Source: an optimization exercise on an open RTL-to-GDS flow (aim: small area, a short achievable clock period and few clock cycles per item). Production flows keep margins and buffers that such runs may drop. At most, simulation tests tie the RTL to the original design; equivalence was not proved. Only the layout flow was run in runs 2, 4 and 5; the RTL was not checked for function there. Power and IR drop assume default switching activity. The flow treats the clock pin as an ideal source, which a real chip does not have.

## flow/run.sh

```bash
#!/bin/bash
# Standard ORFS layout (the standard.sh, standard synthesis unchanged),
# with timing repair aiming for 7 ns of setup slack at the 10 ns clock and
# clock tree synthesis with larger sink clusters and no dummy loads.
set -euo pipefail
bash standard.sh SETUP_SLACK_MARGIN=7 \
  "CTS_ARGS=-sink_clustering_enable -repair_clock_nets -dont_use_dummy_load -sink_clustering_size 30 -sink_clustering_max_diameter 120 -buf_list sky130_fd_sc_hd__clkbuf_16" \
  finish > flow.log 2>&1
```

## standard.sh

```bash
#!/bin/bash
# synth_recipe.tcl (not shown) runs the flow's synth.tcl, then flattens the netlist and writes it again
# the make line also repeats each setting of config.mk as NAME=value (left out here)
make -C /OpenROAD-flow-scripts/flow DESIGN_CONFIG=/design/flow/config.mk WORK_HOME=/design/flow/orfs CLKGATE_MAP_FILE= SYNTH_SCRIPT=/design/flow/synth_recipe.tcl "${@:-finish}"
```

## config.mk

```make
export PLATFORM = sky130hd
export DESIGN_NAME = rle_plane_enc
export DESIGN_NICKNAME = rle_plane_enc
export VERILOG_FILES = /design/flow/design.v
export SDC_FILE = /design/flow/constraint.sdc
export NUM_CORES = 4
export LEC_CHECK = 0
export CAP_MARGIN = 20
export CORE_MARGIN = 2
export CORE_UTILIZATION = 70
export SLEW_MARGIN = 20
```

## constraint.sdc

```tcl
create_clock -name core_clock -period 10.0 [get_ports {clk}]
set_input_delay 2.0000 -clock core_clock [delete_from_list [all_inputs] [get_ports {clk}]]
set_output_delay 2.0000 -clock core_clock [all_outputs]
set_load 0.01 [all_outputs]
```

## design.v

```verilog
module rle_plane_enc (
    input  wire       clk,
    input  wire       rst,
    input  wire       in_valid,
    output reg        in_ready,
    input  wire [7:0] in_data,
    input  wire       in_last,
    output reg        out_valid,
    input  wire       out_ready,
    output reg  [7:0] out_data,
    output reg        out_last
);
    localparam integer N  = 128;    
    localparam integer PW = 7;      
    localparam integer M  = 8;      
    localparam [1:0] K_RUN = 2'd0, K_SOS = 2'd1, K_NEXT = 2'd2;
    reg [7:0] wd0, wd1, wd2, wd3, wd4;
    reg       wl0, wl1, wl2, wl3, wl4;
    reg       we0, we1, we2, we3, we4;
    reg [4:0] wv;                
    reg [7:0] lastb;             
    wire acc = in_valid && in_ready;
    wire in_eq = (in_data == lastb);
    reg [6:0] scnt;       
    reg       sc0, sc124, sc125, sc126, sc127;    
    reg       srun;       
    reg [6:0] lcnt;       
    reg       lc0, lc127, lge2;                   
    reg       lone;       
    reg       cont;       
    localparam integer FD = 4;
    reg [8:0] hq [0:FD-1];
    reg [1:0] hq_wp, hq_rp;
    reg [2:0] hq_n;
    reg       hq_full;
    wire hq_empty = (hq_n == 3'd0);
    localparam integer CD = 8;
    reg [1:0] cq [0:CD-1];       
    reg [2:0] cq_wp, cq_rp;
    reg [3:0] cq_n;
    reg       cq_full;
    wire cq_empty = (cq_n == 4'd0);
    reg [9:0] rq0, rq1;          
    reg [1:0]  rq_n;
    reg        rq_room;
    reg [9*N-1:0]  ring;        
    reg [PW-1:0]   ptr;         
    reg [PW-1:0]   dy;          
    reg [M-1:0]    dyo;         
    reg            pey;         
    reg            fa;          
    reg            clr;         
    wire       tap_tag = ring[9*N-1];
    wire [7:0] tap_dat = ring[9*N-2 -: 8];
    wire       n2_live = ring[9*(N-1)-1];
    reg [7:0] lrem;       
    reg       lz, l1;     
    reg       shortf;     
    reg       vdone;      
    reg       rb;         
    reg       eopc;       
    localparam integer OQ = 1;
    reg [8:0] oq [0:OQ-1];
    reg [0:0] oq_wp, oq_rp;
    reg [1:0] oq_n;
    reg       can_out;    
    wire la_ok = wv[3] || (wv[0] && wl0) || (wv[1] && wl1) || (wv[2] && wl2);
    wire e_ok  = wv[0] && la_ok;
    wire eq01 = we1;
    wire eq02 = we1 && we2;
    wire eq03 = we1 && we2 && we3;
    wire new_str = sc0 || !we0 || sc127;
    wire run_start = new_str && !wl0 && !wl1 && !wl2 && eq01 && eq02 && eq03;
    wire is_run = new_str ? run_start : srun;
    wire is_lit = !is_run;
    wire [6:0] c1 = scnt + 7'd1;                  
    wire b1 = !wl0 && eq01 && !sc126;             
    wire b2 = b1 && !wl1 && eq02 && !sc125;
    wire end1 = b1 && (wl1 || sc125 || !eq02);
    wire end2 = b2 && (wl2 || sc124 || !eq03);
    wire run_cont = !new_str && srun;
    wire rq_val = run_cont && end1;
    wire rq_hdr = run_cont && end2;
    wire rq_lit = is_lit;
    wire rq_any = rq_lit || rq_val || rq_hdr;
    wire [7:0] lcnt1 = {1'b0, lcnt} + 8'd1;
    wire lone1  = lc0 ? !cont : (lone && !new_str);
    wire lclose = rq_lit && (wl0 || lc127);
    wire rclose = run_start && !lc0;
    wire push   = lclose || rclose;
    wire [7:0] hdr_l = (lone1 && !lc0) ? (8'd128 + lcnt1) : lcnt1;
    wire [7:0] hdr_r = (lone && lge2) ? (8'd128 + {1'b0, lcnt}) : {1'b0, lcnt};
    wire [8:0] push_ent = rclose ? {hdr_r, 1'b0} : {hdr_l, wl0};
    wire [7:0]  w_dat = rq_hdr ? (8'd131 + {1'b0, scnt}) : wd0;
    wire [1:0]  w_kind = !rq_lit ? K_RUN : lc0 ? K_SOS : K_NEXT;
    wire [9:0]  rq_new = {w_kind, w_dat};
    wire        cpush  = rq_hdr || (rq_lit && lc0);
    wire [1:0]  c_new  = {rq_hdr, rq_hdr && wl2};
    wire adv = e_ok && (!rq_any || rq_room) && (!push || !hq_full) &&
               (!cpush || !cq_full);
    wire rq_push = adv && rq_any;
    wire [1:0] ch = cq[cq_rp];
    wire ch_run  = !cq_empty && ch[1];           
    wire ch_sos  = !cq_empty && !ch[1];          
    wire tap_any  = tap_tag;
    wire tap_live = tap_any && !clr;
    wire is_head  = tap_live && fa;
    wire head_lit = !lz;                          
    wire take_drop = is_head && head_lit && vdone;
    wire take_out  = is_head && can_out && (head_lit ? !vdone : ch_run);
    wire consume   = take_drop || take_out;
    wire skip      = is_head && !consume;
    wire fa_next = fa ? (skip ? pey : 1'b1) : pey;
    wire [1:0] rk = rq0[9:8];
    wire       rqv = (rq_n != 2'd0);
    wire slot0_dead = !tap_any || consume || clr;    
    wire slot0_free = fa && (!tap_live || consume);
    wire [M-1:0] near_dead;                           
    genvar g;
    generate for (g = 0; g < M; g = g + 1) begin : gnd
        if (g == 0)
            assign near_dead[g] = 1'b0;
        else
            assign near_dead[g] = dyo[g] && !ring[9*(g-1)+8] && !clr;
    end endgenerate
    wire near_free = |near_dead;
    wire wr_ok = (rk == K_NEXT) ? (dyo[0] ? slot0_free : near_free)
                                : (slot0_free && (rk == K_RUN || !dyo[0]));
    wire write  = rqv && wr_ok;
    wire wnear  = write && (rk == K_NEXT) && !dyo[0];    
    wire [8:0] hq_head = hq[hq_rp];
    wire hdr_go = !clr && lz && !consume && can_out && !hq_empty && ch_sos &&
                  n2_live && fa_next;
    wire [7:0] hh = hq_head[8:1];
    wire h_short = hh[7] && (hh[6:0] != 7'd0);
    wire       opush = take_out || hdr_go;
    wire [7:0] odat  = hdr_go ? hh : tap_dat;
    wire       olast = hdr_go ? 1'b0 :
                       head_lit ? (eopc && (shortf || l1)) :
                       (rb && ch[0]);
    reg [9*N-1:0] ring_n;
    integer i;
    always @(*) begin
        ring_n = {ring[9*(N-1)-1:0],
                  ((write && !wnear) || (!clr && !consume && tap_tag)),
                  (slot0_dead ? rq0[7:0] : tap_dat)};
        for (i = 1; i < M; i = i + 1) begin
            if (near_dead[i])
                ring_n[9*i+7 -: 8] = rq0[7:0];
            if (wnear && dyo[i])
                ring_n[9*i+8] = 1'b1;
        end
    end
    wire [5:0] wvx = {1'b0, wv};
    wire [4:0] ld;
    generate for (g = 0; g < 5; g = g + 1) begin : gld
        if (g == 0)
            assign ld[g] = acc && (adv ? (wvx[0] && !wvx[1]) : !wvx[0]);
        else
            assign ld[g] = acc && (adv ? (wvx[g] && !wvx[g+1]) : (wvx[g-1] && !wvx[g]));
    end endgenerate
    wire [4:0] wv_n = (adv ? {1'b0, wv[4:1]} : wv) | ld;
    wire [1:0] rq_n_n = rq_n + {1'b0, rq_push} - {1'b0, write};
    wire [2:0] hq_n_n = hq_n + {2'b0, adv && push} - {2'b0, hdr_go};
    wire       cpop   = hdr_go || (take_out && !head_lit && rb);
    wire [3:0] cq_n_n = cq_n + {3'b0, adv && cpush} - {3'b0, cpop};
    wire out_room = !out_valid || out_ready;      
    wire oq_empty = (oq_n == 2'd0);
    wire o_load_q = out_room && !oq_empty;
    wire o_load_d = out_room && oq_empty && opush;
    wire oq_push  = opush && !o_load_d;
    wire [1:0] oq_n_n = oq_n + {1'b0, oq_push} - {1'b0, o_load_q};
    reg  [8:0] o_hold;           
    wire [8:0] o_next = o_load_q ? oq[oq_rp] :
                        o_load_d ? {olast, odat} : o_hold;
    always @(posedge clk) begin
        if (ld[0]) begin wd0 <= in_data; wl0 <= in_last; we0 <= in_eq; end
        else if (adv) begin wd0 <= wd1; wl0 <= wl1; we0 <= we1; end
        if (ld[1]) begin wd1 <= in_data; wl1 <= in_last; we1 <= in_eq; end
        else if (adv) begin wd1 <= wd2; wl1 <= wl2; we1 <= we2; end
        if (ld[2]) begin wd2 <= in_data; wl2 <= in_last; we2 <= in_eq; end
        else if (adv) begin wd2 <= wd3; wl2 <= wl3; we2 <= we3; end
        if (ld[3]) begin wd3 <= in_data; wl3 <= in_last; we3 <= in_eq; end
        else if (adv) begin wd3 <= wd4; wl3 <= wl4; we3 <= we4; end
        if (ld[4]) begin wd4 <= in_data; wl4 <= in_last; we4 <= in_eq; end
        if (acc) lastb <= in_data;
        ring <= ring_n;
        if (write || rq_n == 2'd0)
            rq0 <= (rq_n == 2'd2) ? rq1 : rq_new;
        if (rq_push && (rq_n - {1'b0, write}) == 2'd1)
            rq1 <= rq_new;
        if (adv && push) hq[hq_wp] <= push_ent;
        if (adv && cpush) cq[cq_wp] <= c_new;
        if (oq_push) oq[oq_wp] <= {olast, odat};
        {out_last, out_data} <= o_next;
        o_hold <= o_next;
        if (rst) begin
            wv       <= 5'd0;
            in_ready <= 1'b0;
            scnt     <= 7'd0;
            sc0      <= 1'b1;
            sc124    <= 1'b0;
            sc125    <= 1'b0;
            sc126    <= 1'b0;
            sc127    <= 1'b0;
            srun     <= 1'b0;
            lcnt     <= 7'd0;
            lc0      <= 1'b1;
            lc127    <= 1'b0;
            lge2     <= 1'b0;
            lone     <= 1'b0;
            cont     <= 1'b0;
            hq_wp    <= 2'd0;
            hq_rp    <= 2'd0;
            hq_n     <= 3'd0;
            hq_full  <= 1'b0;
            rq_n     <= 2'd0;
            cq_wp    <= 3'd0;
            cq_rp    <= 3'd0;
            cq_n     <= 4'd0;
            cq_full  <= 1'b0;
            rb       <= 1'b0;
            rq_room  <= 1'b1;
            ptr      <= {PW{1'b0}};
            dy       <= {PW{1'b0}};
            dyo      <= {{(M-1){1'b0}}, 1'b1};
            pey      <= 1'b0;
            fa       <= 1'b1;
            clr      <= 1'b1;
            lrem     <= 8'd0;
            lz       <= 1'b1;
            l1       <= 1'b0;
            shortf   <= 1'b0;
            vdone    <= 1'b0;
            eopc     <= 1'b0;
            out_valid <= 1'b0;
            oq_wp <= 1'b0;
            oq_rp <= 1'b0;
            oq_n     <= 2'd0;
            can_out  <= 1'b0;
        end else begin
            wv       <= wv_n;
            in_ready <= !wv_n[4];
            if (adv) begin
                scnt  <= wl0 ? 7'd0 : (new_str ? 7'd1 : c1);
                sc0   <= wl0;
                sc124 <= !wl0 && !new_str && (c1 == 7'd124);
                sc125 <= !wl0 && !new_str && (c1 == 7'd125);
                sc126 <= !wl0 && !new_str && (c1 == 7'd126);
                sc127 <= !wl0 && !new_str && (c1 == 7'd127);
                srun  <= is_run;
                if (rq_lit) begin
                    if (lclose) begin
                        lcnt  <= 7'd0;
                        lc0   <= 1'b1;
                        lc127 <= 1'b0;
                        lge2  <= 1'b0;
                        cont  <= !wl0;
                    end else begin
                        lcnt  <= lcnt1[6:0];
                        lc0   <= 1'b0;
                        lc127 <= (lcnt == 7'd126);
                        lge2  <= !lc0;
                        lone  <= lone1;
                    end
                end else if (run_start) begin
                    lcnt  <= 7'd0;
                    lc0   <= 1'b1;
                    lc127 <= 1'b0;
                    lge2  <= 1'b0;
                    cont  <= 1'b0;
                end else if (wl0) begin
                    cont <= 1'b0;
                end
            end
            if (adv && push) hq_wp <= hq_wp + 2'd1;
            if (hdr_go) hq_rp <= hq_rp + 2'd1;
            hq_n    <= hq_n_n;
            hq_full <= (hq_n_n == FD);
            rq_n    <= rq_n_n;
            if (adv && cpush) cq_wp <= cq_wp + 3'd1;
            if (cpop) cq_rp <= cq_rp + 3'd1;
            cq_n    <= cq_n_n;
            cq_full <= (cq_n_n == CD);
            if (take_out && !head_lit) rb <= !rb;
            rq_room <= (rq_n_n != 2'd2);
            ptr <= (ptr == N-1) ? {PW{1'b0}} : ptr + 1'b1;
            if (ptr == N-1) clr <= 1'b0;
            if (write && !wnear) begin
                dy  <= {PW{1'b0}};
                dyo <= {{(M-1){1'b0}}, 1'b1};
                pey <= 1'b0;
            end else if (!write) begin
                dy  <= pey ? {PW{1'b0}} : dy + 1'b1;
                dyo <= {dyo[M-2:0], pey};
                pey <= (dy == N-2);
            end
            fa  <= fa_next;
            if (hdr_go) begin
                lrem   <= h_short ? {6'd0, hh[1:0]} : hh;
                lz     <= 1'b0;
                l1     <= !h_short && (hh == 8'd1);
                shortf <= h_short;
                vdone  <= 1'b0;
                eopc   <= hq_head[0];
            end else if (consume && head_lit) begin
                lrem  <= lrem - 8'd1;
                lz    <= l1;
                l1    <= (lrem == 8'd2);
                vdone <= shortf && !l1;
            end
            out_valid <= !out_room || o_load_q || o_load_d;
            if (oq_push) oq_wp <= 1'b0;
            if (o_load_q) oq_rp <= 1'b0;
            oq_n    <= oq_n_n;
            can_out <= (oq_n_n != OQ);
        end
    end
endmodule
```

==> impl_metrics.ini, run 1 <==
[route]
routed_wl_um = 54100
drt_iter0_markers = 1048
antenna_left = 0
via_per_inst = 5.16
wl_per_cell_um = 18.1
dr.pass1.iters = 5
route.detailed.drc = 0
routed-via-count = 15415

[job]
cap_violations = 0

[sta]
finalSetupViolCount = 0
finalCritPeriodShare_pct = 32.4
fin_crit_ps = 3240
worst_slack_ps = 6760
clock_skew_ps = 47.7
clock.fmax_mhz = 309
maxSlewViolCount = 0
setup_tns_ps = 0
slew_headroom_pct = 26.0
hold_violations = 0
worstMarginPinSlew_ps = 1110
rsz0062_at_grt = yes

[clock_tree]
ctsHtreeMaxLevel = 2
clockBufferDepth = 3
insertion_delay_ps = 640
cts.clk_slew.worst_paths_ps = 120
cts.sinks = 1401
numCtsBuffers = 52
cts_root_buf = clkbuf_16
cts_hold_buffers = 0
cts_tree = built

[grt]
grt_pass1_wl_um = 87600
antenna_found_initial = 0
grt_max_degree = 78
track_usage_pct = 21.2
grt_pass1_vias = 15849
overflow = 0

[min_path]
hold_path.class = reg2reg

[yosys]
yosys_warnings = 1
ys_seq_area_share_pct = 83.9
ys_seq_elements = 1401
yosys.area.top_type = dfxtp_1
synth_nets = 2272
avgSynthCellArea_um2 = 15.8
yosys.cell_types.count = 75
syn-instance-count = 2226
synth_top_area_share_pct = 71.3
synth_edf_count = 148
async_reset_ff_share_pct = 0
syn_area_mm2 = 0.0352
synthTopCellsByArea = dfxtp_1, edfxtp_1, mux2_2, nand2_1, ha_1
ys.flop_type = dfxtp_1

[worst_setup_path]
cp_max_fo = 4
start_kind = flip-flop
critPathRequiredTime_ps = 10500
critical_path_class = reg2reg
arrival_ps = 3740
endpoint_kind = flip-flop

[layout]
final_cell_mix = dfxtp_1, edfxtp_1, nand2_1
final_area_mm2 = 0.0386
layout-drive-gt1-share_pct = 13.8
final_nets = 2366
final_common_cell = dfxtp_1
postLayoutCoreUtil_pct = 77.4
n_antenna_cell = 0
syn_to_final_growth_pct = 9.61

[placed_design]
port_buffers = 23
hpwl_um = 28900
placed_area_mm2 = 0.0364
gp_congestion = 0.758
place_ws_ps = 5770

[die]
die_h_um = 228
std_cell_rows = 82
coreArea_mm2 = 0.0499
die_w_um = 228
die-area_mm2 = 0.0521
io_pins = 24
start_util_pct = 70.6

[power_and_ir_drop]
p_total_w = 0.00973
powerDensity_mw_per_mm2 = 252
vdd_ir_drop_max_mv = 0.270
p_leak_nw = 15.0

[outcome]
outcome = no timing/DRC/antenna violations
## path summary, 6_finish.rpt
| path | startpoint | endpoint | slack, ps | cells after the start |
|---|---|---|---|---|
| max | wl0$_DFFE_PP_ | cq_full$_SDFF_PP0_ | 6760 | 12 |
| min reg2reg | ring[1053]$_DFF_P_ | ring[1062]$_DFF_P_ | 310 | 0 |
| max reg2reg | wl0$_DFFE_PP_ | cq_full$_SDFF_PP0_ | 6760 | 12 |
| min | ring[1053]$_DFF_P_ | ring[1062]$_DFF_P_ | 310 | 0 |
## layer usage
metal | GRT usage (%) | part of all wire, % | vias up
met2 | 35.4 | 49 | 276
met5 | 0 | 0 | -
met4 | 4.17 | 1.6 | 0
met1 | 30.0 | 46 | 7475
li1 | - | - | 7593
met3 | 3.50 | 3.9 | 71
## Yosys cell counts (3+ instances only)
cell type / number
inv_1: 42
or4_1: 7
nor2b_1: 11
and2_1: 16
xnor2_1: 31
nor3_1: 14
clkbuf_1: 30
a21o_1: 9
dfxtp_1: 1253
mux4_2: 11
a222oi_1: 3
and3_1: 11
ha_1: 31
a21oi_1: 55
nand4_1: 10
mux2_2: 109
or3_1: 15
xor2_1: 16
nand3_1: 27
a221o_1: 8
edfxtp_1: 148
nor4_1: 11
nand4b_1: 3
nand2b_1: 14
mux2i_1: 4
buf_1: 4
o21ai_0: 41
nor3b_1: 5
a211oi_1: 6
o31ai_1: 12
nand3b_1: 4
a22oi_1: 8
nor2_1: 85
buf_2: 8
nand2_1: 109
a31oi_1: 6
## where the power goes
| group | switching, W | leakage (nW) | internal, W | total, W |
|---|---|---|---|---|
| sequential | 0.000319 | 11.6 | 0.00650 | 0.00682 |
| clock | 0.00151 | 0.641 | 0.000940 | 0.00245 |
| combinational | 0.000224 | 2.68 | 0.000232 | 0.000456 |
| total | 0.00206 | 15.0 | 0.00767 | 0.00973 |
## layout make-up
cell class                      count  area, um^2
Multi-Input combinational cell    740        5940
Sequential cell                  1401       29500
Tap cell                          672         841
Clock buffer                       52        1300
Inverter                           43         176
Fill cell                        2800       11300
Timing Repair Buffer               82         786
## per-stage QoR
stage          instances  hold slack, ps
2_1_floorplan       2226             310
3_3_place_gp        2883             311
3_5_place_dp        2883             312
4_1_cts             2974             306
5_1_grt             2990             317
6_report            2990             309
## state kept, by name, summed over array words and instances, names as in the netlist, 9 cells and up, named ones only
signal,cells
rq0,10
oq,9
cq,16
hq,36
rq1,10
ring,1152
## critical path, cell delays in order (launching register included)
cell and delay [ps]:
edfxtp_1 460, buf_6 160, nor4bb_4 330, nand3_2 150, a31oi_4 270, buf_6 140
nand4_1 250, ha_4 390, inv_2 40, ha_4 160, fa_2 540, nor2_1 40
and3_1 160
## cells by family after synthesis
group	Yosys count	share of synthesized area, %
AND/OR/NAND/NOR	360	5.15
XOR/XNOR	47	1.17
buffers and inverters	86	0.967
flip-flops	1401	83.9
multiplexers	127	4.47
adder cells (fa/ha/maj)	33	1.22
AO/OA/AOI/OAI	172	3.14
## what timing repair did
action | CTS | global route
cloned | 3 | 0
resized for setup | 114 | 24
setup buffers | 36 | 16
endpoints found under the hold margin | 0 | 0
pin swaps | 21 | 18
endpoints found under the setup margin | 224 | 91
Testbench counts, summed over its fixed seeds: cycles 56,544, bytes 55,362.
==> run 2, diff against run 1 <==
--- a/design.v
+++ b/design.v
@@ -14,3 +14,3 @@
     localparam integer PW = 7;      
-    localparam integer M  = 8;      
+    localparam integer M  = 4;      
     localparam [1:0] K_RUN = 2'd0, K_SOS = 2'd1, K_NEXT = 2'd2;
--- a/config.mk
+++ b/config.mk
@@ -9,3 +9,3 @@
 export CORE_MARGIN = 2
-export CORE_UTILIZATION = 70
+export CORE_UTILIZATION = 60
 export SLEW_MARGIN = 20
==> run 2 against run 1 <==
Against the previous run: largest power group unchanged; largest cell class unchanged; combinational power fell by 16%; fmax decreased by 1.2%; first-iteration DRC count shrank 19%; highest routed layer unchanged; sequential share of layout area up 0.64 points; synthesized cell count is 4.4% lower; via count fell by 4.9%; wire length is 16% lower.
==> impl_metrics.ini, run 2 <==
[yosys]
syn_area_mm2 = 0.0346
yosys.cell_types.count = 74
yosys.area.top_type = dfxtp_1
ys.flop_type = dfxtp_1
synthTopCellsByArea = dfxtp_1, edfxtp_1, mux2_2, nand2_1, ha_1
avgSynthCellArea_um2 = 16.2
yosys_warnings = 1
yosys-top-cells-count = dfxtp_1, edfxtp_1, nand2_1
synth_nets = 2175
async_reset_ff_share_pct = 0
ys_seq_elements = 1397
ys_seq_area_share_pct = 85.2
synth_top_area_share_pct = 72.3
synth_edf_count = 148
synth.most_common_cell = dfxtp_1
syn-instance-count = 2129

[die]
die-area_mm2 = 0.0596
coreArea_mm2 = 0.0567
die_w_um = 244
std_cell_rows = 87
die_h_um = 244
io_pins = 24
start_util_pct = 61.0

[layout]
layout-drive-gt1-share_pct = 13.6
regArea_mm2 = 0.0295
largest_reg_flops = 1152
final_nets = 2286
syn_to_final_growth_pct = 10.4
final_area_mm2 = 0.0382
top_register = ring
n_antenna_cell = 0
fillCellCount = 4000
final_cell_mix = dfxtp_1, edfxtp_1, nand2_1
final_common_cell = dfxtp_1
biggestRegsByFlops = ring (1152), hq (36), cq (16)
multiInputGateArea_mm2 = 0.00550

[grt]
overflow = 0
track_usage_pct = 15.6
grt_pass1_wl_um = 75400
antenna_found_initial = 1
grt_pass1_vias = 14489
grt_max_degree = 83

[clock_tree]
cts_root_buf = clkbuf_16
cts_hold_buffers = 0
ctsHtreeMaxLevel = 2
cts.clk_slew.worst_paths_ps = 110
numCtsBuffers = 52
cts.sinks = 1397
cts_tree = built
clockBufferDepth = 3
insertion_delay_ps = 630

[worst_setup_path]
endpoint_kind = flip-flop
arrival_ps = 3740
critPathRequiredTime_ps = 10460
rr_startpoint = wl0$_DFFE_PP_
critical_path_class = reg2reg
start_kind = flip-flop
crit_start = wl0$_DFFE_PP_
cp_max_fo = 6

[sta]
clock.fmax_mhz = 305
clock_skew_ps = 45.5
hold_violations = 0
slew_headroom_pct = 38.3
maxSlewViolCount = 0
fin_crit_ps = 3280
worstMarginPinSlew_ps = 920
setup_tns_ps = 0
rsz0062_at_grt = yes
finalSetupViolCount = 0
finalCritPeriodShare_pct = 32.8

[placed_design]
placed_area_mm2 = 0.0359
port_buffers = 23
hpwl_um = 26100
gp_congestion = 0.820

[route]
antenna_left = 0
route.detailed.drc = 0
routed_wl_um = 45700
via_per_inst = 4.90
dr.pass1.iters = 5
wl_per_cell_um = 15.3
routed-via-count = 14658
drt_iter0_markers = 851

[min_path]
min_from = ring[33]$_DFF_P_
hold_path.class = reg2reg

[job]
cap_violations = 0

[power_and_ir_drop]
vdd_ir_drop_max_mv = 0.217
p_leak_nw = 14.7
powerDensity_mw_per_mm2 = 247

[outcome]
outcome = no timing/DRC/antenna violations
==> run 2: changes by cell type in the layout (fill, tap and decap cells not counted), sizes merged, moves of 5 or more <==
cell   before  now
o21ai      42   27
or4         7    0
a22oi       8    2
o31ai      12    3
nand3      28   33
and2       16    7
inv        42   34
nand2     109  104
nor2       85   72
mux2      109   83
a21oi      55   48
==> run 2: layer usage <==
metal	wire length, um	vias to the layer above	track usage, %
met5	0	-	0
met4	1070	0	4.70
met3	1920	82	2.54
met2	19100	224	22.8
met1	23600	7065	24.1
li1	-	7287	-
==> run 2: worst paths after layout <==
kind	endpoint	slack [ps]	cells after the start
setup / recovery	hq_n[2]$_SDFF_PP0_	6720	11
hold / removal	ring[42]$_DFF_P_	300	0
setup reg to reg	hq_n[2]$_SDFF_PP0_	6720	11
hold reg to reg	ring[42]$_DFF_P_	300	0
==> run 2: layout make-up <==
| class | count | share of cell area [%] |
|---|---|---|
| flip-flops and latches | 1397 | 77.2 |
| multi-input cells | 666 | 14.4 |
| clock buffers | 52 | 3.41 |
| well taps | 756 | 2.48 |
| repair buffers | 85 | 2.09 |
| inverters | 37 | 0.403 |
| repair inverters | 1 | 0.0131 |
==> run 2: what timing repair did <==
item                                    4_1_cts  5_1_grt
buffers inserted                             43       13
endpoints found under the setup margin      188      139
gates resized for setup                     102       39
pin swaps                                    28       16
cloned                                        4        2
==> run 2: critical path, stage by stage, from the launching register on <==
cell      delay, ps
edfxtp_1        530
or2_4           290
a22o_1          240
a221o_2         450
nor4_4          390
inv_1           110
ha_1            290
inv_1            60
ha_4            150
fa_2            370
xnor2_2         180
nor2_1           60
==> run 2: per-stage QoR <==
stage / power, W / setup slack (ps) / utilization [%] / std cells / hold WS, ps
6_report: 0.00943 / 6720 / 67.3 / 2994 / 296
5_1_grt: 0.00982 / 6610 / 67.3 / 2994 / 302
4_1_cts: 0.00951 / 6710 / 66.7 / 2979 / 293
3_5_place_dp: 0.00707 / 5790 / 63.3 / 2880 / 312
3_3_place_gp: 0.00707 / 5830 / 63.3 / 2880 / 310
2_1_floorplan: 0.00689 / 6480 / - / 2129 / 310
==> run 2: logic make-up after synthesis <==
family	share of synthesized area, %
DFF	85.2
and+or+nand+nor	4.93
AOI/OAI and AO/OA	2.87
muxes	3.83
buffers and inverters	0.753
xor gates and xnor gates	1.22
adders and majority gates	1.24
==> run 2: report_power, final <==
part	internal, W	total, W	switching (W)
clock	0.000937	0.00241	0.00148
combinational	0.000187	0.000384	0.000197
sequential	0.00641	0.00664	0.000227
==> run 3, diff against run 2 <==
--- a/design.v
+++ b/design.v
@@ -14,3 +14,3 @@
     localparam integer PW = 7;      
-    localparam integer M  = 4;      
+    localparam integer M  = 8;      
     localparam [1:0] K_RUN = 2'd0, K_SOS = 2'd1, K_NEXT = 2'd2;
==> run 3 against run 2 <==
Against the previous run: still clean; flip-flop and latch count grew 4; wire length up 2.6%; synthesized cell count up 4.6%; first-iteration DRC count rose by 0.82%; critical path depth down 10; hold slack improved by 20 ps; clock skew fell by 4.7 ps; sequential share of layout area fell by 0.92 points; die area up 1.8%; non-clock buffer count shrank 1; largest cell class unchanged; highest routed layer unchanged.
==> impl_metrics.ini, run 3 <==
[worst_setup_path]
cp_max_fo = 1
crit_chain = buf_2
critical_path_class = reg2out
rr_startpoint = wl0$_DFFE_PP_
cpLargestDelayFamily = flip-flops
cp.depth = 1
reg2reg_slack_ps = 6910
r2r_cells = 14
start_kind = flip-flop
cp-endpoint = out_last
cpPeakStageDelay_ps = 380
crit_start = out_last$_DFFE_PP_
r2r_end = rq_room$_SDFF_PP1_
path_buf_inv = 1
arrival_ps = 1120
endpoint_kind = primary output
cpMaxStageDelayCell = edfxtp_1
critPathRequiredTime_ps = 8000

[grt]
overflow = 0
grt_max_degree = 78
track_usage_pct = 15.8
antenna_found_initial = 0
grt_pass1_wl_um = 77600
grt_pass1_vias = 14997

[yosys]
async_reset_ff_share_pct = 0
yosys-top-cells-count = dfxtp_1, edfxtp_1, mux2_2, nand2_1, nor2_1
ys_seq_area_share_pct = 83.9
synth.most_common_cell = dfxtp_1
synth_edf_count = 148
yosys_warnings = 1
syn-instance-count = 2226
synth_nets = 2272
ys_seq_elements = 1401
yosys.cell_types.count = 75
ys.flop_type = dfxtp_1
avgSynthCellArea_um2 = 15.8
synth_top_area_share_pct = 71.3
yosys.area.top_type = dfxtp_1
syn_area_mm2 = 0.0352
synthTopCellsByArea = dfxtp_1, edfxtp_1, mux2_2, nand2_1, ha_1

[power_and_ir_drop]
powerDensity_mw_per_mm2 = 248
vdd_ir_drop_max_mv = 0.207
internal_power_w = 0.00766
clkPwrFrac_pct = 25.2
p_leak_nw = 15.0
p_comb_share_pct = 4.7
switchingPower_w = 0.00195
p_sw_share_pct = 20.3
pwr-share-seq_pct = 70.2

[clock_tree]
cts_tree = built
numCtsBuffers = 52
insertion_delay_ps = 620
cts_root_buf = clkbuf_16
cts.clk_slew.worst_paths_ps = 100
ctsHtreeMaxLevel = 2
cts.sinks = 1401
cts_hold_buffers = 0
clockBufferDepth = 3

[min_path]
min_path_cells = 0
hold_path.class = reg2reg
min_from = ring[782]$_DFF_P_

[sta]
clock.fmax_mhz = 320
worstMarginPinSlew_ps = 1140
finalHoldWorstSlack_ps = 316
hold_violations = 0
fin_crit_ps = 3120
maxSlewViolCount = 0
setup_tns_ps = 0
slew_headroom_pct = 23.5
clock_skew_ps = 40.7
rsz0062_at_grt = yes
finalCritPeriodShare_pct = 31.2
finalSetupViolCount = 0

[placed_design]
hpwl_um = 27400
gp_congestion = 0.743
placed_area_mm2 = 0.0366
port_buffers = 23

[die]
start_util_pct = 60.9
die_w_um = 246
coreArea_mm2 = 0.0578
die-area_mm2 = 0.0606
io_pins = 24
std_cell_rows = 88
die_h_um = 246

[layout]
final_common_cell = dfxtp_1
biggestRegsByFlops = ring (1152), hq (36), cq (16)
final_area_mm2 = 0.0387
largest_reg_flops = 1152
final_cell_mix = dfxtp_1, edfxtp_1, nand2_1
layout-drive-gt1-share_pct = 13.8
final_nets = 2368
n_antenna_cell = 0
syn_to_final_growth_pct = 10.0
top_register = ring

[route]
routed-via-count = 15119
via_per_inst = 4.90
dr.pass1.iters = 5
route.detailed.drc = 0
routed_wl_um = 46900
drt_iter0_markers = 858
antenna_left = 0
wl_per_cell_um = 15.2

[outcome]
outcome = no timing/DRC/antenna violations

[job]
cap_violations = 0
==> run 3: cell count changes after synthesis, moves of 5 or more <==
cell and change:
a21oi_1 +7, a22oi_1 +6, and2_1 +9, clkbuf_1 +5, inv_1 +6, mux2_2 +26, nand2_1 +5, nand3_1 -5
nor2_1 +13, o21ai_0 +16, o31ai_1 +9, or4_1 +7
==> run 3: worst min-delay path by stage <==
stage	end	slack (ps)
after global routing	ring[1060]$_DFF_P_	320
after detailed placement	ring[1047]$_DFF_P_	310
final	ring[791]$_DFF_P_	320
after floorplan	ring[1000]$_DFF_P_	310
after CTS	ring[1022]$_DFF_P_	310
after global placement	ring[917]$_DFF_P_	310
==> run 3: metrics by stage <==
step	std cells	total power (W)	setup slack (ps)	utilization [%]
2_1_floorplan	2226	0.00706	6500	-
3_3_place_gp	2976	0.00727	5840	63.2
3_5_place_dp	2976	0.00726	5820	63.2
4_1_cts	3061	0.00969	6820	66.3
5_1_grt	3085	0.0100	6760	67.0
6_report	3085	0.00961	6880	67.0
==> run 3: cells by family after synthesis <==
group           share of synthesized area (%)
compound gates                           3.14
xor+xnor                                 1.17
fa+ha+maj                                1.22
buf+inv                                 0.967
flops                                    83.9
mux                                      4.47
simple gates                             5.15
==> run 3: power groups by stage <==
| stage | clock network, W | logic (W) | registers [W] |
|---|---|---|---|
| final | 0.00242 | 0.000448 | 0.00674 |
| after global placement | 0 | 0.000399 | 0.00687 |
| after global routing | 0.00270 | 0.000493 | 0.00684 |
| after CTS | 0.00251 | 0.000426 | 0.00676 |
| after floorplan | 0 | 0.000306 | 0.00676 |
| after detailed placement | 0 | 0.000405 | 0.00686 |
==> run 3: timing repair <==
item | 4_1_cts | 5_1_grt
pin swaps | 18 | 24
endpoints found under the setup margin | 228 | 97
cloned | 1 | 2
setup buffers | 32 | 20
gates resized for setup | 106 | 35
==> run 3: layer usage <==
| metal | track usage (%) | routed length [um] | up-vias |
|---|---|---|---|
| li1 | - | - | 7590 |
| met1 | 24.0 | 24300 | 7229 |
| met2 | 23.4 | 19700 | 218 |
| met3 | 2.15 | 1720 | 82 |
| met4 | 5.10 | 1170 | 0 |
| met5 | 0 | 0 | - |
==> run 3: layout make-up <==
type                    instances  area, um^2
well taps                     765         957
repair buffers                 84         806
flip-flops and latches       1401       29500
fillers                      3994       19100
multi-input cells             740        5940
clock buffers                  52        1300
inverters                      43         186
Testbench counts of run 3, summed over its fixed seeds: cycles 56,544, bytes 55,362.
==> run 4, diff against run 3 <==
--- a/design.v
+++ b/design.v
@@ -14,3 +14,3 @@
     localparam integer PW = 7;      
-    localparam integer M  = 8;      
+    localparam integer M  = 4;      
     localparam [1:0] K_RUN = 2'd0, K_SOS = 2'd1, K_NEXT = 2'd2;
@@ -162,6 +162,12 @@
     wire [4:0] wv_n = (adv ? {1'b0, wv[4:1]} : wv) | ld;
-    wire [1:0] rq_n_n = rq_n + {1'b0, rq_push} - {1'b0, write};
-    wire [2:0] hq_n_n = hq_n + {2'b0, adv && push} - {2'b0, hdr_go};
+    wire       rq_inc = rq_push && !write;
+    wire       rq_dec = write && !rq_push;
+    wire [1:0] rq_n_n = rq_inc ? rq_n + 2'd1 : rq_dec ? rq_n - 2'd1 : rq_n;
+    wire       hq_inc = adv && push && !hdr_go;
+    wire       hq_dec = hdr_go && !(adv && push);
+    wire [2:0] hq_n_n = hq_inc ? hq_n + 3'd1 : hq_dec ? hq_n - 3'd1 : hq_n;
     wire       cpop   = hdr_go || (take_out && !head_lit && rb);
-    wire [3:0] cq_n_n = cq_n + {3'b0, adv && cpush} - {3'b0, cpop};
+    wire       cq_inc = adv && cpush && !cpop;
+    wire       cq_dec = cpop && !(adv && cpush);
+    wire [3:0] cq_n_n = cq_inc ? cq_n + 4'd1 : cq_dec ? cq_n - 4'd1 : cq_n;
     wire out_room = !out_valid || out_ready;      
@@ -173,4 +179,4 @@
     reg  [8:0] o_hold;           
-    wire [8:0] o_next = o_load_q ? oq[oq_rp] :
-                        o_load_d ? {olast, odat} : o_hold;
+    wire [8:0] o_new  = o_load_q ? oq[oq_rp] : {olast, odat};
+    wire [8:0] o_next = (o_load_q || o_load_d) ? o_new : o_hold;
     always @(posedge clk) begin
@@ -195,3 +201,3 @@
         {out_last, out_data} <= o_next;
-        o_hold <= o_next;
+        if (o_load_q || o_load_d) o_hold <= o_new;
         if (rst) begin
@@ -278,3 +284,3 @@
             hq_n    <= hq_n_n;
-            hq_full <= (hq_n_n == FD);
+            hq_full <= hq_inc ? (hq_n == FD-1) : (hq_full && !hq_dec);
             rq_n    <= rq_n_n;
@@ -283,5 +289,5 @@
             cq_n    <= cq_n_n;
-            cq_full <= (cq_n_n == CD);
+            cq_full <= cq_inc ? (cq_n == CD-1) : (cq_full && !cq_dec);
             if (take_out && !head_lit) rb <= !rb;
-            rq_room <= (rq_n_n != 2'd2);
+            rq_room <= rq_inc ? (rq_n == 2'd0) : (rq_room || rq_dec);
             ptr <= (ptr == N-1) ? {PW{1'b0}} : ptr + 1'b1;
==> run 4 against run 3 <==
Against the previous run: critical path depth rose by 9; global-route usage fell by 0.20 points; fmax fell by 5.5%; combinational power fell by 4.9%; synthesized cell count fell by 3.3%; flip-flop and latch count fell by 4; die area fell by 1.4%; via count fell by 2.2%; largest power group unchanged.
==> impl_metrics.ini, run 4 <==
[route]
dr.pass1.iters = 5
drt_iter0_markers = 855
via_per_inst = 4.88
antenna_left = 0
routed_wl_um = 45700
route.detailed.drc = 0
wl_per_cell_um = 15.1
routed-via-count = 14784

[layout]
final_cell_mix = dfxtp_1, edfxtp_1, nor2_1
final_area_mm2 = 0.0384
final_cells = 3031
largest_reg_flops = 1152
final_nets = 2312
biggestRegsByFlops = ring (1152), hq (36), cq (16)
layout-drive-gt1-share_pct = 14.8
final_common_cell = dfxtp_1
top_register = ring
syn_to_final_growth_pct = 10.6

[power_and_ir_drop]
p_leak_nw = 14.8
p_total_w = 0.00954
clkPwrFrac_pct = 25.2
pwr-share-seq_pct = 70.3
vdd_ir_drop_max_mv = 0.195
switchingPower_w = 0.00192
powerDensity_mw_per_mm2 = 249
p_comb_share_pct = 4.5
p_sw_share_pct = 20.1
internal_power_w = 0.00762

[placed_design]
place_ws_ps = 5740
placed_area_mm2 = 0.0361
port_buffers = 23
gp_congestion = 0.792
placedCellCount = 2905
hpwl_um = 26100

[yosys]
async_reset_ff_share_pct = 0
synth_nets = 2198
yosys.area.top_type = dfxtp_1
yosys.cell_types.count = 68
avgSynthCellArea_um2 = 16.1
synth_top_area_share_pct = 72.1
ys.flop_type = dfxtp_1
ys_seq_area_share_pct = 84.9
yosys-top-cells-count = dfxtp_1, edfxtp_1, nor2_1
synthTopCellsByArea = dfxtp_1, edfxtp_1, mux2_2, ha_1, nor2_1
yosys_warnings = 1
synth.most_common_cell = dfxtp_1
ys_seq_elements = 1397
syn-instance-count = 2153
synth_edf_count = 148
syn_area_mm2 = 0.0347

[worst_setup_path]
critical_path_class = reg2reg
critPathRequiredTime_ps = 10370
r2r_cells = 10
start_kind = flip-flop
cp_max_fo = 5
endpoint_kind = flip-flop
arrival_ps = 3670

[sta]
rsz0062_at_grt = yes
clock.fmax_mhz = 303
slew_headroom_pct = 45.9
finalCritPeriodShare_pct = 33.0
finalSetupViolCount = 0
fin_crit_ps = 3300
hold_violations = 0
clock_skew_ps = 38.6
worst_slack_ps = 6700
setup_tns_ps = 0
worstMarginPinSlew_ps = 809
maxSlewViolCount = 0

[grt]
overflow = 0
grt_pass1_wl_um = 75200
grt_pass1_vias = 14441
track_usage_pct = 15.6
antenna_found_initial = 2
grt_max_degree = 79

[die]
die_h_um = 244
coreArea_mm2 = 0.0575
io_pins = 24
die_w_um = 244
start_util_pct = 60.4
die-area_mm2 = 0.0598
std_cell_rows = 88

[clock_tree]
cts.sinks = 1397
cts.clk_slew.worst_paths_ps = 120
cts_tree = built
cts_root_buf = clkbuf_16
clockBufferDepth = 3
insertion_delay_ps = 610
ctsHtreeMaxLevel = 2
numCtsBuffers = 52

[min_path]
min_path_cells = 0
hold_path.class = reg2reg

[job]
cap_violations = 0

[outcome]
outcome = no timing/DRC/antenna violations
run 4: cell types whose count changed in the layout (fill, tap and decap cells not counted), sizes merged, moves of 7 or more:
cell    delta
a221o      -8
nand3b     +8
buf       +16
nand2     -34
nand2b     -7
inv       -10
nor2      +13
and2       -7
mux2      -18
run 4: final timing paths:
| kind | start | to | slack [ps] |
|---|---|---|---|
| setup / recovery | wl0$_DFFE_PP_ | we2$_DFFE_PP_ | 6700 |
| hold / removal | ring[332]$_DFF_P_ | ring[341]$_DFF_P_ | 290 |
| setup reg to reg | wl0$_DFFE_PP_ | we2$_DFFE_PP_ | 6700 |
| hold reg to reg | ring[332]$_DFF_P_ | ring[341]$_DFF_P_ | 290 |
run 4: worst max-delay path, cell delays in order, from the launching register on:
cell	delay, ps
edfxtp_1	420
or4b_4	500
or4_4	590
o2111a_2	300
buf_4	140
buf_6	110
o21ai_4	120
mux2i_4	330
buf_6	140
buf_16	110
mux2_4	290
run 4: per-stage QoR:
step,hold WS [ps],util [%]
6_report,290,66.7
5_1_grt,290,66.7
4_1_cts,293,66.1
3_5_place_dp,312,62.8
3_3_place_gp,311,62.8
2_1_floorplan,310,-
run 4: timing repair:
item | CTS | global route
pin swaps | 23 | 17
hold buffers | 0 | 0
hold endpoints to repair | 0 | 0
resized for setup | 97 | 39
endpoints found under the setup margin | 273 | 119
buffers inserted | 43 | 25
gates cloned | 4 | 1
run 4: cell families after synthesis:
family          share of synthesized area [%]
mux                                      4.10
simple gates                             4.47
fa+ha+maj                                1.18
xor+xnor                                 1.39
compound gates                           3.16
buf+inv                                 0.811
flops                                    84.9
run 4: cell type report:
cell class,count,area (um^2)
repair buffers,97,908
inverters,33,146
multi-input cells,686,5590
fillers,4136,19100
diodes,1,2.50
flip-flops and latches,1397,29500
clock buffers,52,1300
well taps,765,957
run 4: metal layers:
metal	share of wire [%]	GRT usage (%)	routed length, um
met1	53	24.5	24100
met4	2.5	5.13	1160
met2	41	22.2	18800
met5	0	0	0
met3	3.7	2.30	1690
run 4: power by group through the flow:
stage | registers [W] | logic, W | clock network, W
after floorplan | 0.00674 | 0.000284 | 0
after global placement | 0.00684 | 0.000377 | 0
after detailed placement | 0.00683 | 0.000386 | 0
after CTS | 0.00673 | 0.000404 | 0.00250
after global routing | 0.00680 | 0.000473 | 0.00269
final | 0.00671 | 0.000426 | 0.00241
==> run 5, diff against run 4 <==
--- a/design.v
+++ b/design.v
@@ -14,3 +14,3 @@
     localparam integer PW = 7;      
-    localparam integer M  = 4;      
+    localparam integer M  = 8;      
     localparam [1:0] K_RUN = 2'd0, K_SOS = 2'd1, K_NEXT = 2'd2;
==> run 5 against run 4 <==
Against the previous run: cell area is 0.91% higher; sequential power is 2% higher; synthesized area is 1.6% higher; combinational power is 3% lower; critical path depth is 5 higher; synthesized cell count is 3.6% higher; final cell count is 2.1% higher; clock-buffer cell count stayed put; setup slack better by 99 ps; fmax is 3.1% higher; flip-flop and latch count is 4 higher; global-route usage is 0.51 points higher; critical endpoint is now cq_n[3]$_SDFFE_PP0P_; highest routed layer unchanged.
==> impl_metrics.ini, run 5 <==
[outcome]
outcome = no timing/DRC/antenna violations

[route]
routed_wl_um = 48700
drt_iter0_markers = 743
dr.pass1.iters = 5
wl_per_cell_um = 15.7
routed-via-count = 15188
antenna_left = 0
via_per_inst = 4.91
route.detailed.drc = 0

[layout]
final_area_mm2 = 0.0387
final_common_cell = dfxtp_1
syn_to_final_growth_pct = 9.83
fillCellCount = 4071
postLayoutCoreUtil_pct = 66.8
largest_reg_flops = 1152
top_register = ring
layout-drive-gt1-share_pct = 14.5
biggestRegsByFlops = ring (1152), hq (36), cq (16)
final_cell_mix = dfxtp_1, edfxtp_1, nor2_1
n_antenna_cell = 0
final_nets = 2378

[worst_setup_path]
r2r_cells = 15
start_kind = flip-flop
crit_chain = nand2b_4, o41a_1, a21o_4, a2111oi_4, nand2_2, inv_2, ha_4, inv_2, ha_4, nand3b_1, a21oi_2, nor3_1, o21ai_1, xor2_1, nor2_1
critical_path_class = reg2reg
endpoint_kind = flip-flop
critPathRequiredTime_ps = 10510
cpMaxStageDelayCell = o41a_1
arrival_ps = 3720
cpPeakStageDelay_ps = 460
cpLargestDelayFamily = compound AO/OA/AOI/OAI gates
path_buf_inv = 2
cp.depth = 15
cp_max_fo = 4

[clock_tree]
cts.sinks = 1401
insertion_delay_ps = 630
cts.clk_slew.worst_paths_ps = 110
numCtsBuffers = 52
ctsHtreeMaxLevel = 2
cts_tree = built
clockBufferDepth = 3
cts_root_buf = clkbuf_16

[grt]
overflow = 0
antenna_found_initial = 0
grt_pass1_wl_um = 78300
grt_max_degree = 53
grt_pass1_vias = 14940
track_usage_pct = 16.1

[sta]
worstMarginPinSlew_ps = 847
rsz0062_at_grt = yes
finalCritPeriodShare_pct = 32.0
maxSlewViolCount = 0
finalHoldWorstSlack_ps = 312
clock.fmax_mhz = 312
fin_crit_ps = 3200
slew_headroom_pct = 43.4
finalSetupViolCount = 0
setup_tns_ps = 0
hold_violations = 0
clock_skew_ps = 34.5
worst_slack_ps = 6800

[die]
std_cell_rows = 88
io_pins = 24
die_w_um = 246
die_h_um = 246
die-area_mm2 = 0.0607
coreArea_mm2 = 0.0579
start_util_pct = 60.9

[placed_design]
port_buffers = 23
gp_congestion = 0.747
place_ws_ps = 5490
placed_area_mm2 = 0.0366
hpwl_um = 28000

[power_and_ir_drop]
clkPwrFrac_pct = 25.0
p_leak_nw = 14.9
p_sw_share_pct = 20.3
powerDensity_mw_per_mm2 = 250
internal_power_w = 0.00772
p_comb_share_pct = 4.3
pwr-share-seq_pct = 70.7
vdd_ir_drop_max_mv = 0.217
switchingPower_w = 0.00196

[yosys]
async_reset_ff_share_pct = 0
ys.flop_type = dfxtp_1
yosys-top-cells-count = dfxtp_1, edfxtp_1, mux2_2
ys_seq_elements = 1401
synth.most_common_cell = dfxtp_1
syn_area_mm2 = 0.0352
syn-instance-count = 2231
synth_top_area_share_pct = 71.2
ys_seq_area_share_pct = 83.8
synth_edf_count = 148
synthTopCellsByArea = dfxtp_1, edfxtp_1, mux2_2, nor2_1, ha_1
yosys.area.top_type = dfxtp_1
yosys.cell_types.count = 68
synth_nets = 2276
yosys_warnings = 1
avgSynthCellArea_um2 = 15.8

[job]
cap_violations = 0

[min_path]
hold_path.class = reg2reg
min_path_cells = 0
==> run 5: worst reg2reg max path: cells and delay by family, from the launching register on <==
| family | cells | cell delay (ps) |
|---|---|---|
| AOI/OAI and AO/OA | 5 | 1390 |
| and+or+nand+nor | 5 | 540 |
| DFF | 1 | 450 |
| adders and majority gates | 2 | 420 |
| buffers and inverters | 2 | 160 |
| xor gates and xnor gates | 1 | 150 |
==> run 5: path summary, 6_finish.rpt <==
path / slack (ps) / from / end
worst max-delay path: 6800 / wl2$_DFFE_PP_ / cq_n[3]$_SDFFE_PP0P_
worst max register to register: 6800 / wl2$_DFFE_PP_ / cq_n[3]$_SDFFE_PP0P_
worst min register to register: 310 / ring[975]$_DFF_P_ / ring[984]$_DFF_P_
worst min-delay path: 310 / ring[975]$_DFF_P_ / ring[984]$_DFF_P_
==> run 5: cells by family after synthesis <==
group,share of synthesized area (%)
buffers and inverters,0.859
AOI/OAI and AO/OA,3.15
xor gates and xnor gates,1.24
adders and majority gates,1.16
and+or+nand+nor,5.00
muxes,4.81
DFF,83.8
==> run 5: what timing repair did <==
item / CTS / global route
resized for setup: 87 / 36
buffers inserted: 30 / 20
cloned: 4 / 4
endpoints found under the setup margin: 265 / 113
pin swaps: 13 / 20
hold buffers: 0 / 0
==> run 5: layout make-up <==
cell class	instances	area, um^2	share of cell area [%]
flip-flops and latches	1401	29500	76.3
inverters	37	154	0.398
multi-input cells	755	5990	15.5
clock buffers	52	1300	3.36
repair buffers	86	763	1.97
well taps	765	957	2.47
==> run 5: power groups by stage <==
stage,sequential (W),combinational [W],clock [W]
2_1_floorplan,0.00685,0.000301,0
3_3_place_gp,0.00697,0.000364,0
3_5_place_dp,0.00697,0.000373,0
4_1_cts,0.00687,0.000397,0.00251
5_1_grt,0.00695,0.000460,0.00271
6_report,0.00685,0.000414,0.00242
==> run 5: metrics by stage <==
stage                     power [W]  cells
after floorplan             0.00715   2231
after global placement      0.00733   2986
after detailed placement    0.00735   2986
after CTS                   0.00978   3072
after global routing         0.0101   3096
final                       0.00969   3096
==> run 5: layer usage <==
layer | up-vias | share of wire (%) | GRT usage (%)
li1 | 7619 | - | -
met1 | 7329 | 51 | 23.6
met2 | 168 | 44 | 25.0
met3 | 72 | 2.8 | 2.39
met4 | 0 | 2.3 | 4.73
met5 | - | 0 | 0
==> run 6, diff against run 5 <==
--- a/design.v
+++ b/design.v
@@ -14,3 +14,3 @@
     localparam integer PW = 7;      
-    localparam integer M  = 8;      
+    localparam integer M  = 4;      
     localparam [1:0] K_RUN = 2'd0, K_SOS = 2'd1, K_NEXT = 2'd2;
@@ -33,5 +33,5 @@
     reg [1:0] hq_wp, hq_rp;
-    reg [2:0] hq_n;
-    reg       hq_full;
-    wire hq_empty = (hq_n == 3'd0);
+    reg [FD-1:0] hq_t;           
+    wire hq_full  = hq_t[FD-1];
+    wire hq_empty = !hq_t[0];
     localparam integer CD = 8;
@@ -39,8 +39,8 @@
     reg [2:0] cq_wp, cq_rp;
-    reg [3:0] cq_n;
-    reg       cq_full;
-    wire cq_empty = (cq_n == 4'd0);
+    reg [CD-1:0] cq_t;           
+    wire cq_full  = cq_t[CD-1];
+    wire cq_empty = !cq_t[0];
     reg [9:0] rq0, rq1;          
-    reg [1:0]  rq_n;
-    reg        rq_room;
+    reg [1:0]  rq_t;             
+    wire       rq_room = !rq_t[1];
     reg [9*N-1:0]  ring;        
@@ -66,4 +66,3 @@
     reg       can_out;    
-    wire la_ok = wv[3] || (wv[0] && wl0) || (wv[1] && wl1) || (wv[2] && wl2);
-    wire e_ok  = wv[0] && la_ok;
+    reg  e_ok;            
     wire eq01 = we1;
@@ -114,3 +113,3 @@
     wire [1:0] rk = rq0[9:8];
-    wire       rqv = (rq_n != 2'd0);
+    wire       rqv = rq_t[0];
     wire slot0_dead = !tap_any || consume || clr;    
@@ -162,12 +161,11 @@
     wire [4:0] wv_n = (adv ? {1'b0, wv[4:1]} : wv) | ld;
-    wire       rq_inc = rq_push && !write;
-    wire       rq_dec = write && !rq_push;
-    wire [1:0] rq_n_n = rq_inc ? rq_n + 2'd1 : rq_dec ? rq_n - 2'd1 : rq_n;
-    wire       hq_inc = adv && push && !hdr_go;
-    wire       hq_dec = hdr_go && !(adv && push);
-    wire [2:0] hq_n_n = hq_inc ? hq_n + 3'd1 : hq_dec ? hq_n - 3'd1 : hq_n;
     wire       cpop   = hdr_go || (take_out && !head_lit && rb);
-    wire       cq_inc = adv && cpush && !cpop;
-    wire       cq_dec = cpop && !(adv && cpush);
-    wire [3:0] cq_n_n = cq_inc ? cq_n + 4'd1 : cq_dec ? cq_n - 4'd1 : cq_n;
+    wire       rq_inc = rq_push && !write, rq_dec = write && !rq_push;
+    wire       hq_inc = adv && push && !hdr_go, hq_dec = hdr_go && !(adv && push);
+    wire       cq_inc = adv && cpush && !cpop, cq_dec = cpop && !(adv && cpush);
+    wire wl0_n = ld[0] ? in_last : adv ? wl1 : wl0;
+    wire wl1_n = ld[1] ? in_last : adv ? wl2 : wl1;
+    wire wl2_n = ld[2] ? in_last : adv ? wl3 : wl2;
+    wire e_ok_n = wv_n[0] && (wv_n[3] || wl0_n || (wv_n[1] && wl1_n) ||
+                              (wv_n[2] && wl2_n));
     wire out_room = !out_valid || out_ready;      
@@ -179,4 +177,4 @@
     reg  [8:0] o_hold;           
-    wire [8:0] o_new  = o_load_q ? oq[oq_rp] : {olast, odat};
-    wire [8:0] o_next = (o_load_q || o_load_d) ? o_new : o_hold;
+    wire [8:0] o_next = o_load_q ? oq[oq_rp] :
+                        o_load_d ? {olast, odat} : o_hold;
     always @(posedge clk) begin
@@ -193,5 +191,5 @@
         ring <= ring_n;
-        if (write || rq_n == 2'd0)
-            rq0 <= (rq_n == 2'd2) ? rq1 : rq_new;
-        if (rq_push && (rq_n - {1'b0, write}) == 2'd1)
+        if (write || !rq_t[0])
+            rq0 <= rq_t[1] ? rq1 : rq_new;
+        if (rq_push && (rq_t[1] ? write : (rq_t[0] && !write)))
             rq1 <= rq_new;
@@ -201,3 +199,3 @@
         {out_last, out_data} <= o_next;
-        if (o_load_q || o_load_d) o_hold <= o_new;
+        o_hold <= o_next;
         if (rst) begin
@@ -220,11 +218,9 @@
             hq_rp    <= 2'd0;
-            hq_n     <= 3'd0;
-            hq_full  <= 1'b0;
-            rq_n     <= 2'd0;
+            hq_t     <= {FD{1'b0}};
+            rq_t     <= 2'd0;
             cq_wp    <= 3'd0;
             cq_rp    <= 3'd0;
-            cq_n     <= 4'd0;
-            cq_full  <= 1'b0;
+            cq_t     <= {CD{1'b0}};
+            e_ok     <= 1'b0;
             rb       <= 1'b0;
-            rq_room  <= 1'b1;
             ptr      <= {PW{1'b0}};
@@ -248,2 +244,3 @@
             wv       <= wv_n;
+            e_ok     <= e_ok_n;
             in_ready <= !wv_n[4];
@@ -283,11 +280,11 @@
             if (hdr_go) hq_rp <= hq_rp + 2'd1;
-            hq_n    <= hq_n_n;
-            hq_full <= hq_inc ? (hq_n == FD-1) : (hq_full && !hq_dec);
-            rq_n    <= rq_n_n;
+            if (hq_inc) hq_t <= {hq_t[FD-2:0], 1'b1};
+            else if (hq_dec) hq_t <= {1'b0, hq_t[FD-1:1]};
+            if (rq_inc) rq_t <= {rq_t[0], 1'b1};
+            else if (rq_dec) rq_t <= {1'b0, rq_t[1]};
             if (adv && cpush) cq_wp <= cq_wp + 3'd1;
             if (cpop) cq_rp <= cq_rp + 3'd1;
-            cq_n    <= cq_n_n;
-            cq_full <= cq_inc ? (cq_n == CD-1) : (cq_full && !cq_dec);
+            if (cq_inc) cq_t <= {cq_t[CD-2:0], 1'b1};
+            else if (cq_dec) cq_t <= {1'b0, cq_t[CD-1:1]};
             if (take_out && !head_lit) rb <= !rb;
-            rq_room <= rq_inc ? (rq_n == 2'd0) : (rq_room || rq_dec);
             ptr <= (ptr == N-1) ? {PW{1'b0}} : ptr + 1'b1;
--- a/config.mk
+++ b/config.mk
@@ -9,3 +9,3 @@
 export CORE_MARGIN = 2
-export CORE_UTILIZATION = 60
+export CORE_UTILIZATION = 70
 export SLEW_MARGIN = 20
==> run 6 against run 5 <==
Against the previous run: largest cell class unchanged; synthesized cell count decreased by 3.3%; still clean; combinational power increased by 21%; highest routed layer unchanged; global-route usage increased by 3.4 points; utilization is 9.8 points higher; hold slack lost 10 ps.
==> impl_metrics.ini, run 6 <==
[outcome]
outcome = no timing/DRC/antenna violations

[route]
wl_met3_um = 1940
highest_layer = met4
routed-via-count = 14521
drt_iter0_markers = 998
via_per_inst = 5.04
wl_per_cell_um = 17.0
routed_wl_um = 48800
drt-met1-wl_um = 23200
dr.pass1.iters = 5
wl_met2_um = 22700
antenna_left = 0
route.detailed.drc = 0

[sta]
slew_headroom_pct = 36.1
maxSlewViolCount = 0
rsz0062_at_grt = yes
setup_tns_ps = 0
finalSetupViolCount = 0
worstMarginPinSlew_ps = 959
clock_skew_ps = 39.9
fin_crit_ps = 3170
clock.fmax_mhz = 316
finalCritPeriodShare_pct = 31.7
hold_violations = 0

[layout]
layout-drive-gt1-share_pct = 11.2
regArea_mm2 = 0.0295
n_antenna_cell = 0
largest_reg_flops = 1152
final_area_mm2 = 0.0375
fillCellCount = 2785
multiInputGateArea_mm2 = 0.00529
final_nets = 2254
final_cell_mix = dfxtp_1, edfxtp_1, nor2_1
final_common_cell = dfxtp_1
syn_to_final_growth_pct = 8.24
top_register = ring
biggestRegsByFlops = ring (1152), hq (36), cq (16)

[placed_design]
port_buffers = 23
hpwl_um = 27100
gp_congestion = 0.780
placed_area_mm2 = 0.0357

[min_path]
hold_end = ring[726]$_DFF_P_
min_from = ring[717]$_DFF_P_
min_path_cells = 0
hold_path.class = reg2reg

[power_and_ir_drop]
p_leak_nw = 14.5
powerDensity_mw_per_mm2 = 249
vdd_ir_drop_max_mv = 0.213

[worst_setup_path]
arrival_ps = 1170
r2r_end = wd2[3]$_DFFE_PP_
rr_startpoint = we0$_DFFE_PP_
start_kind = flip-flop
cpMaxStageDelayCell = edfxtp_1
critPathRequiredTime_ps = 8000
critical_path_class = reg2out
crit_chain = buf_2
r2r_cells = 9
cpPeakStageDelay_ps = 420
reg2reg_slack_ps = 7050
cpLargestDelayFamily = flip-flops
cp_max_fo = 1
endpoint_kind = primary output
path_buf_inv = 1

[die]
io_pins = 24
die-area_mm2 = 0.0512
coreArea_mm2 = 0.0488
die_w_um = 226
die_h_um = 226
start_util_pct = 70.8
std_cell_rows = 81

[grt]
grt_pass1_vias = 14722
overflow = 0
grt_max_degree = 90
grt_pass1_wl_um = 78300
antenna_found_initial = 1
track_usage_pct = 19.5

[yosys]
ys_seq_area_share_pct = 85.2
synthSimpleGateAreaFrac_pct = 4.81
synth_compound_area_share_pct = 3.08
synth_xor_area_share_pct = 1.14
yosys.cell_types.count = 74
synth_top_area_share_pct = 72.6
synth_top_family_by_area = simple AND/OR/NAND/NOR gates
synth_mux_area_share_pct = 4.05
synth_nets = 2195
synth.most_common_cell = dfxtp_1
syn-instance-count = 2158
yosys-top-cells-count = dfxtp_1, edfxtp_1, nor2_1
avgSynthCellArea_um2 = 16.0
ys.flop_type = dfxtp_1
synth_fa_ha_area_share_pct = 0.868
async_reset_ff_share_pct = 0
synthTopCellsByArea = dfxtp_1, edfxtp_1, mux2_2, nor2_1, a21oi_1
synth_edf_count = 145
syn_area_mm2 = 0.0346
yosys.area.top_type = dfxtp_1
ys_seq_elements = 1400
yosys_warnings = 1

[clock_tree]
cts.clk_slew.worst_paths_ps = 100
clockBufferDepth = 3
cts_root_buf = clkbuf_16
cts_tree = built
numCtsBuffers = 52
insertion_delay_ps = 630
cts_hold_buffers = 0
ctsHtreeMaxLevel = 2
cts.sinks = 1400

[job]
cap_violations = 0
-- run 6: cell types whose count changed after synthesis, moves of 9 or more --
cell,change
or3_1,-11
o21ai_0,-9
inv_1,-14
a31oi_1,-9
nand3_1,-20
mux2_2,-38
nor2_1,+28
mux2i_1,+14
-- run 6: routing by layer --
layer  track usage (%)  up-vias
met5                 0        -
met4              4.86        0
met3              2.82       68
met2              31.9      254
met1              27.8     6963
li1                  -     7236
-- run 6: final cells by class --
| type | count | share of cell area, % |
|---|---|---|
| inverters | 23 | 0.240 |
| multi-input cells | 688 | 14.1 |
| repair buffers | 52 | 1.22 |
| well taps | 664 | 2.22 |
| flip-flops and latches | 1400 | 78.7 |
| clock buffers | 52 | 3.47 |
-- run 6: kinds of logic (layout without fill, tap and decap cells) --
group                      count (synthesis)  after routing
and+or+nand+nor                          340            340
muxes                                    112            112
DFF                                     1400           1400
xor gates and xnor gates                  45             45
AOI/OAI and AO/OA                        165            167
buffers and inverters                     72            127
adders and majority gates                 24             24
-- run 6: power by group --
group          leakage [nW]  total, W  switching (W)  internal, W
Sequential             11.7   0.00639       0.000197      0.00619
Combinational          2.20  0.000500       0.000271     0.000229
Clock                 0.641   0.00245        0.00151     0.000939
-- run 6: through the flow --
stage	power, W	instances	hold slack, ps	setup slack (ps)	utilization [%]
detailed placement	0.00695	2802	312	5820	73.1
CTS	0.00940	2873	286	6790	76.3
floorplan	0.00676	2158	310	6610	-
global route	0.00968	2879	302	6790	76.7
finish	0.00934	2879	301	6830	76.7
global placement	0.00692	2802	310	5900	73.1
-- run 6: repair_timing --
| item | in CTS | in global routing |
|---|---|---|
| gates cloned | 3 | 1 |
| setup endpoints to repair | 195 | 101 |
| resized for setup | 87 | 29 |
| pin swaps | 9 | 5 |
| buffers inserted | 16 | 5 |
-- run 6: how the worst max path moves through the flow --
stage	endpoint	cells after the start	slack [ps]	from
after floorplan	can_out$_SDFF_PP0_	9	6610	out_ready
after global placement	wd1[7]$_DFFE_PP_	5	5900	in_valid
after detailed placement	wd1[7]$_DFFE_PP_	5	5820	in_valid
after CTS	out_data[2]	1	6790	o_hold[2]$_DFFE_PP_
after global routing	out_data[5]	1	6790	o_hold[5]$_DFFE_PP_
final	out_data[5]	1	6830	o_hold[5]$_DFFE_PP_
-- run 6: worst reg2reg max path, cell delays in order, from the launching register on --
cell	delay, ps
edfxtp_1	480
nor3b_4	200
buf_4	170
or3_4	370
o211ai_2	170
and3_4	300
buf_8	210
mux2i_4	290
buf_4	220
mux2_4	310
Testbench counts of run 6, summed over its fixed seeds: cycles 56,544, bytes 55,362.
==> run 7, diff against run 6 <==
--- a/config.mk
+++ b/config.mk
@@ -9,3 +9,3 @@
 export CORE_MARGIN = 2
-export CORE_UTILIZATION = 70
+export CORE_UTILIZATION = 60
 export SLEW_MARGIN = 20
==> run 7 against run 6 <==
Against the previous run: synthesized area unchanged; flip-flop and latch count unchanged; first-iteration DRC count decreased by 17%; register-to-register slack improved by 30 ps; combinational power increased by 2%; wire length decreased by 9.8%; sequential share of layout area decreased by 0.45 points; clock skew decreased by 6.7 ps; critical path depth unchanged; clock-buffer cell count unchanged; largest cell class unchanged.
==> impl_metrics.ini, run 7 <==
[route]
routed-via-count = 14451
routed_wl_um = 44000
antenna_left = 0
drt_iter0_markers = 829
route.detailed.drc = 0
via_per_inst = 4.84

[layout]
final_nets = 2258
final_common_cell = dfxtp_1
top_register = ring
syn_to_final_growth_pct = 8.86
postLayoutCoreUtil_pct = 65.7
biggestRegsByFlops = ring (1152), hq (36), cq (16)
final_cell_mix = dfxtp_1, edfxtp_1, nor2_1
largest_reg_flops = 1152
fillCellCount = 4053

[sta]
worstMarginPinSlew_ps = 993
maxSlewViolCount = 0
hold_violations = 0
rsz0062_at_grt = yes
clock.fmax_mhz = 320
setup_tns_ps = 0
finalCritPeriodShare_pct = 31.2
fin_crit_ps = 3120
finalSetupViolCount = 0

[yosys]
yosys_warnings = 1
async_reset_ff_share_pct = 0
synthTopCellsByArea = dfxtp_1, edfxtp_1, mux2_2, nor2_1, a21oi_1
ys_seq_elements = 1400
yosys-top-cells-count = dfxtp_1, edfxtp_1, nor2_1
synth_top_area_share_pct = 72.6
syn-instance-count = 2158
synth_edf_count = 145
syn_area_mm2 = 0.0346
yosys.cell_types.count = 74
ys.flop_type = dfxtp_1
yosys.area.top_type = dfxtp_1

[power_and_ir_drop]
p_leak_nw = 14.6
powerDensity_mw_per_mm2 = 247

[worst_setup_path]
start_kind = flip-flop
cpPeakStageDelay_ps = 380
arrival_ps = 1120
cpMaxStageDelayCell = edfxtp_1
rr_startpoint = we1$_DFFE_PP_
endpoint_kind = primary output
cp_max_fo = 1
path_buf_inv = 1
cpLargestDelayFamily = flip-flops

[grt]
grt_pass1_wl_um = 72600
grt_pass1_vias = 14119
grt_max_degree = 90
overflow = 0
track_usage_pct = 14.9

[placed_design]
hpwl_um = 25300
gp_congestion = 0.781
port_buffers = 23
placedCellCount = 2904

[die]
io_pins = 24
start_util_pct = 60.3
die-area_mm2 = 0.0596
die_w_um = 244
die_h_um = 244

[clock_tree]
numCtsBuffers = 52
cts_root_buf = clkbuf_16
clockBufferDepth = 3
cts.clk_slew.worst_paths_ps = 110
cts_hold_buffers = 0
cts_tree = built
cts.sinks = 1400

[job]
cap_violations = 0

[outcome]
outcome = no timing/DRC/antenna violations

[min_path]
min_from = ring[56]$_DFF_P_
run 7: cell counts after synthesis:
Identical to the previous run, type by type.
run 7: power by group:
| group | internal, W | total (W) | leakage, nW | switching, W |
|---|---|---|---|---|
| clock network | 0.000938 | 0.00242 | 0.641 | 0.00148 |
| logic | 0.000238 | 0.000511 | 2.26 | 0.000273 |
| registers | 0.00619 | 0.00636 | 11.7 | 0.000173 |
run 7: final timing paths:
check,slack [ps],end,cells past startpoint
max,6880,out_data[4],1
min,310,ring[65]$_DFF_P_,0
max reg2reg,7080,wd3[0]$_DFFE_PP_,9
min reg2reg,310,ring[65]$_DFF_P_,0
run 7: cells by family after synthesis:
kind of cell / synth area share [%]
flip-flops: 85.2
AND/OR/NAND/NOR: 4.81
AO/OA/AOI/OAI: 3.08
multiplexers: 4.05
buffers and inverters: 0.878
XOR/XNOR: 1.14
adder cells (fa/ha/maj): 0.868
run 7: layer usage:
layer	global-route usage [%]	wire [um]	share of wire [%]	vias up
met5	0	0	0	-
met4	4.70	999	2.3	0
met3	2.38	1740	3.9	67
met2	21.7	18500	42	193
met1	23.1	22800	52	6959
li1	-	-	-	7232
run 7: layout make-up:
type	instances	area [um^2]	share of cell area (%)
timing repair buffer	57	561	1.49
clock buffer	52	1300	3.45
tap	765	957	2.54
sequential	1400	29500	78.3
multi-input combinational	687	5270	14.0
inverter	23	90.1	0.239
run 7: per-stage QoR:
step | total power, W | hold slack, ps | instance area, um^2 | worst slack [ps]
floorplan | 0.00676 | 310 | 34900 | 6610
global placement | 0.00692 | 310 | 35800 | 5880
global route | 0.00968 | 299 | 37700 | 6800
CTS | 0.00937 | 294 | 37400 | 6820
detailed placement | 0.00694 | 312 | 35800 | 5810
finish | 0.00930 | 307 | 37700 | 6880
run 7: timing repair:
item                                    CTS  global route
pin swaps                                11             9
gates resized for setup                  91            35
cloned                                    2             2
endpoints found under the setup margin  190           114
hold endpoints to repair                  0             0
setup buffers                            17             7

Re-timed with assumed drivers on the ports (clkbuf_16 on the clock, buf_2 on other inputs), run 7 has 6.822 ns of setup slack against 6.879 ns with ideal ports, and 6.346 ns once port delays also move by the mid clock arrival of 0.659 ns.
